Source: an optimization exercise on an open RTL-to-GDS flow (aim: small area, a short achievable clock period and few clock cycles per item). Production flows keep margins and buffers that such runs may drop.
At most, simulation tests tie the RTL to the original design; equivalence was not proved.

job 101:
==> flow/design.v (excerpt) <==
module fft_butterfly (
    input  wire        clk,
    input  wire        rst,
    input  wire        in_valid,
    output wire        in_ready,
    input  wire [31:0] ur,
    input  wire [31:0] ui,
    input  wire [31:0] vr,
    input  wire [31:0] vi,
    input  wire [31:0] wr,
    input  wire [31:0] wi,
    output reg         out_valid,
    output reg  [31:0] our,
    output reg  [31:0] oui,
    output reg  [31:0] ovr,
    output reg  [31:0] ovi
);
    localparam [31:0] QNAN = 32'h7FC00000;
    integer k;
    genvar gi;
    reg         rdy;                     
    reg         slow;                    
    reg         s0_valid;
    reg  [31:0] s0_ur, s0_ui;
    reg  [3:0]  s0_s;
    reg  [35:0] s0_e;
    reg  [95:0] s0_m;
    wire        front_idle;              
    assign in_ready = rdy;
    wire [127:0] op_in = {vi, vr, wi, wr};
    wire [3:0]   small_in, op_ez, op_shift;
    generate for (gi = 0; gi < 4; gi = gi + 1) begin : g_op
        wire [31:0] x = op_in[32*gi +: 32];
        wire [23:0] m = s0_m[24*gi +: 24];
        assign op_ez[gi]    = x[30:23] == 8'h00;
        assign small_in[gi] = ~x[30] & ~x[29] & (x[28:0] != 29'd0);
        assign op_shift[gi] = ~m[23] & (m[22:0] != 23'd0);
    end endgenerate
    wire s0_ok = ~(|op_shift);
    always @(posedge clk) begin
        for (k = 0; k < 4; k = k + 1) begin
            if (~slow) begin
                s0_s[k]          <= op_in[32*k+31];
                s0_e[9*k +: 9]   <= {1'b0, op_in[32*k+24 +: 7], op_in[32*k+23] | op_ez[k]};
  ...
export LEC_CHECK = 0
export CAP_MARGIN = 20
export CORE_MARGIN = 2
export CORE_UTILIZATION = 55
export SETUP_SLACK_MARGIN = 0.5
export SLEW_MARGIN = 20
create_clock -name core_clock -period 20.0 [get_ports {clk}]
standard.sh (not shown) runs the stock make flow with config.mk's settings and CLKGATE_MAP_FILE= SYNTH_SCRIPT=/design/flow/synth_recipe.tcl, a recipe that flattens the netlist after the stock synthesis.
==> flow/flow/run.sh <==
#!/bin/bash
# The standard layout, with every port buffered by a buf_4 instead of the
# flow's default port buffer (a delay cell).  The make run's full output goes
# to flow_make.log in the folder this runs in.
set -euo pipefail
export BUFFER_PORTS_ARGS="-buffer_cell sky130_fd_sc_hd__buf_4"
bash standard.sh > flow_make.log 2>&1
Job 101 | stages: all done | timing, DRC, antenna: all pass
Here is what was changed in the inputs of job 102 compared with job 101.
--- a/flow/design.v
+++ b/flow/design.v
@@ -2022,37 +2022,41 @@
         assign op_i[gi] = is255 & (m[22:0] == 23'd0);
         assign op_n[gi] = is255 & (m[22:0] != 23'd0);
         wire [23:0] z;
         assign z[0] = 1'b1;
         genvar j;
         for (j = 1; j < 24; j = j + 1) begin : g_z
             assign z[j] = ~(|m[j-1:0]);
         end
         assign op_tz[24*gi +: 24] = z;
     end endgenerate
-    wire [12:0] one_r, two_r, neg_r, one_i, two_i, neg_i;
-    booth24_enc u_enc_r (.y(s0_m[23:0]),  .one(one_r), .two(two_r), .neg(neg_r));
-    booth24_enc u_enc_i (.y(s0_m[47:24]), .one(one_i), .two(two_i), .neg(neg_i));
+    wire [51:0] b_one, b_two, b_neg;
+    generate for (gi = 0; gi < 4; gi = gi + 1) begin : g_enc
+        booth24_enc u_enc (.y(s0_m[24*gi +: 24]), .one(b_one[13*gi +: 13]),
+                           .two(b_two[13*gi +: 13]), .neg(b_neg[13*gi +: 13]));
+    end endgenerate
     wire [191:0] a_ra, a_rb;
     wire [3:0]   a_c12;
     wire [39:0]  a_eab;
     wire [3:0]   a_st22, a_s, a_n, a_i, a_fz;
     generate for (gi = 0; gi < 4; gi = gi + 1) begin : g_pa
         localparam integer WI = (gi == 0 || gi == 2) ? 0 : 1;
         localparam integer VI = (gi == 0 || gi == 3) ? 2 : 3;
         wire [8:0] ew = s0_e[9*WI +: 9];
         wire [8:0] ev = s0_e[9*VI +: 9];
+        localparam integer EI = (gi == 0) ? 0 : (gi == 1) ? 1 : (gi == 2) ? 3 : 2;
+        localparam integer XI = (gi == 0) ? 2 : (gi == 1) ? 3 : (gi == 2) ? 0 : 1;
         mul24_tree u_tree (
-            .x(s0_m[24*VI +: 24]),
-            .one(WI == 0 ? one_r : one_i),
-            .two(WI == 0 ? two_r : two_i),
-            .neg(WI == 0 ? neg_r : neg_i),
+            .x(s0_m[24*XI +: 24]),
+            .one(b_one[13*EI +: 13]),
+            .two(b_two[13*EI +: 13]),
+            .neg(b_neg[13*EI +: 13]),
             .ra(a_ra[48*gi +: 48]), .rb(a_rb[48*gi +: 48]));
         pfx_gt #(.W(12), .L(4)) u_c12 (.a(a_ra[48*gi +: 12]), .b(~a_rb[48*gi +: 12]), .gt(a_c12[gi]));
         wire [9:0] eab = {ew[8], ew} + {ev[8], ev} - 10'd127;
         wire [23:0] zw = op_tz[24*WI +: 24];
         wire [23:0] zv = op_tz[24*VI +: 24];
         wire [22:0] zz;
         genvar j2;
         for (j2 = 0; j2 <= 22; j2 = j2 + 1) begin : g_zz
             assign zz[j2] = zw[j2] & zv[22-j2];
         end
[summary]
The final critical path time including I/O delays and setup in job 102 was lower than what job 101 gave.
Diff job 101 -> job 102: sum of buffers and inverters on the critical path has decreased; multi-input gate area in the final layout up about 1.3%.
Job 101 has higher critical path depth than job 102.
Between job 102 and job 101, it is job 102 whose number of cells produced by synthesis is higher, by 180.
In job 102, cell area after placement is higher than in job 101.
Testbench counts of job 102, summed over its fixed seeds: cycles 32,080, items 32,000.
No functional check of the RTL was part of job 101.

========
== run A ==
Another version of the RTL of fft_butterfly (not shown whole).
Size in the first run: ~18000 cells after synthesis, roughly 2000 flip-flops, ~330 I/O pins, about 160000 um2 of cells after synthesis.
Design fft_butterfly, start of the top module:
module fft_butterfly (
    input  wire        clk,
    input  wire        rst,
    input  wire        in_valid,
    output wire        in_ready,
    input  wire [31:0] ur,
    input  wire [31:0] ui,
    input  wire [31:0] vr,
    input  wire [31:0] vi,
    input  wire [31:0] wr,
    input  wire [31:0] wi,
    output reg         out_valid,
    output reg  [31:0] our,
    output reg  [31:0] oui,
    output reg  [31:0] ovr,
    output reg  [31:0] ovi
);
    localparam [31:0] QNAN = 32'h7FC00000;
    integer k;
    genvar gi;
    reg         rdy;                     
    reg         slow;                    
    reg         s0_valid;
    reg  [31:0] s0_ur, s0_ui;
    reg  [3:0]  s0_s;
    reg  [35:0] s0_e;
    reg  [95:0] s0_m;
    wire        front_idle;              
    assign in_ready = rdy;
    wire [127:0] op_in = {vi, vr, wi, wr};
    wire [3:0]   small_in, sub_in, op_ez, op_shift;
    reg  [3:0]   s0_sub;                 
    reg  [3:0]   s0_zh;                  
    generate for (gi = 0; gi < 4; gi = gi + 1) begin : g_op
        wire [31:0] x = op_in[32*gi +: 32];
        wire [23:0] m = s0_m[24*gi +: 24];
        assign op_ez[gi]    = x[30:23] == 8'h00;
        assign small_in[gi] = ~x[30] & ~x[29] & (x[28:0] != 29'd0);
        assign sub_in[gi]   = op_ez[gi] & (x[28:0] != 29'd0);
        assign op_shift[gi] = s0_zh[gi] & s0_sub[gi];
    end endgenerate
  ...
export LEC_CHECK = 0
export CAP_MARGIN = 20
export CORE_MARGIN = 2
export CORE_UTILIZATION = 55
export SETUP_SLACK_MARGIN = 0.5
export SLEW_MARGIN = 20
create_clock -name core_clock -period 20.0 [get_ports {clk}]
Scripts as last shown in full above: flow/flow/run.sh
Inputs modified between run A and run G:
--- a/flow/design.v
+++ b/flow/design.v
@@ -2030,39 +2030,45 @@
         assign op_n[gi] = is255 & (m[22:0] != 23'd0);
         wire [23:0] z;
         assign z[0] = 1'b1;
         genvar j;
         for (j = 1; j < 24; j = j + 1) begin : g_z
             assign z[j] = ~(|m[j-1:0]);
         end
         assign op_tz[24*gi +: 24] = z;
     end endgenerate
-    wire [51:0] b_one, b_two, b_neg;
-    generate for (gi = 0; gi < 4; gi = gi + 1) begin : g_enc
-        booth24_enc u_enc (.y(s0_m[24*gi +: 24]), .one(b_one[13*gi +: 13]),
-                           .two(b_two[13*gi +: 13]), .neg(b_neg[13*gi +: 13]));
+    reg  [25:0] s0_one, s0_two, s0_neg;
+    wire [25:0] n_one, n_two, n_neg;
+    generate for (gi = 0; gi < 2; gi = gi + 1) begin : g_enc
+        wire [23:0] m_next = ~slow        ? {~op_ez[gi], op_in[32*gi +: 23]} :
+                             op_shift[gi] ? {s0_m[24*gi +: 23], 1'b0} : s0_m[24*gi +: 24];
+        booth24_enc u_enc (.y(m_next), .one(n_one[13*gi +: 13]),
+                           .two(n_two[13*gi +: 13]), .neg(n_neg[13*gi +: 13]));
     end endgenerate
+    always @(posedge clk) begin
+        s0_one <= n_one;
+        s0_two <= n_two;
+        s0_neg <= n_neg;
+    end
     wire [191:0] a_ra, a_rb;
     wire [3:0]   a_c12;
     wire [39:0]  a_eab;
     wire [3:0]   a_st22, a_s, a_n, a_i, a_fz;
     generate for (gi = 0; gi < 4; gi = gi + 1) begin : g_pa
         localparam integer WI = (gi == 0 || gi == 2) ? 0 : 1;
         localparam integer VI = (gi == 0 || gi == 3) ? 2 : 3;
         wire [8:0] ew = s0_e[9*WI +: 9];
         wire [8:0] ev = s0_e[9*VI +: 9];
-        localparam integer EI = (gi == 0) ? 0 : (gi == 1) ? 1 : (gi == 2) ? 3 : 2;
-        localparam integer XI = (gi == 0) ? 2 : (gi == 1) ? 3 : (gi == 2) ? 0 : 1;
         mul24_tree u_tree (
-            .x(s0_m[24*XI +: 24]),
-            .one(b_one[13*EI +: 13]),
-            .two(b_two[13*EI +: 13]),
-            .neg(b_neg[13*EI +: 13]),
+            .x(s0_m[24*VI +: 24]),
+            .one(s0_one[13*WI +: 13]),
+            .two(s0_two[13*WI +: 13]),
+            .neg(s0_neg[13*WI +: 13]),
             .ra(a_ra[48*gi +: 48]), .rb(a_rb[48*gi +: 48]));
         pfx_gt #(.W(12), .L(4)) u_c12 (.a(a_ra[48*gi +: 12]), .b(~a_rb[48*gi +: 12]), .gt(a_c12[gi]));
         wire [9:0] eab = {ew[8], ew} + {ev[8], ev} - 10'd127;
         wire [23:0] zw = op_tz[24*WI +: 24];
         wire [23:0] zv = op_tz[24*VI +: 24];
         wire [22:0] zz;
         genvar j2;
         for (j2 = 0; j2 <= 22; j2 = j2 + 1) begin : g_zz
             assign zz[j2] = zw[j2] & zv[22-j2];
==> comparison <==
- In the tables for run G and run A, setup slack reads higher with run G.
- Compared with run A, run G improves total vias in the final route.
- Relative to run A, wire length reported by the detailed router increased by 2.2% in run G.
- Compare run G and run A | met1 global-route usage lower: run A
- The run showing the smaller area growth from synthesis to layout is run G.
- Worst reg2reg path depth ends up higher on run G.
Testbench counts of run G, summed over its fixed seeds: cycles 32,080, items 32,000.
No functional check of the RTL was part of run A.

==> port drivers added, routing unchanged <==
The flow's constraints put no driver on any port. The routed layouts listed below were extracted and timed again, unchanged, in two steps. Step 1: set_driving_cell puts a clkbuf_16 on clk and a buf_2 on each other input, an assumption about the parent block. Step 2 adds t to the input delays and takes it off the output delays; t is the mean of the earliest and latest rising clock arrival at the registers after step 1. Input paths then give back, and output paths get back, about the clock's delay inside the block. a / b / c = ideal / step 1 / step 2; a / b = the first two.
run | shift t [ns] | setup slack, ns | hold WS [ns] | worst slew at a driven data input, ns
job 101 | 1.013 | 14.107 / 14.107 / 13.323 | 0.284 / 0.284 / 0.284 | 0.10
job 102 | 1.000 | 14.378 / 14.263 / 14.161 | 0.260 / 0.260 / 0.260 | 0.15
run A | 1.009 | 14.314 / 14.314 / 14.012 | 0.271 / 0.271 / 0.271 | 0.12
run G | 1.023 | 14.558 / 14.448 / 14.040 | 0.292 / 0.292 / 0.292 | 0.09
After both steps setup and hold are still met in every run listed. The setup slack of job 101, which loses most, moves by 0.000 ns with the drivers and by -0.784 ns with both steps.
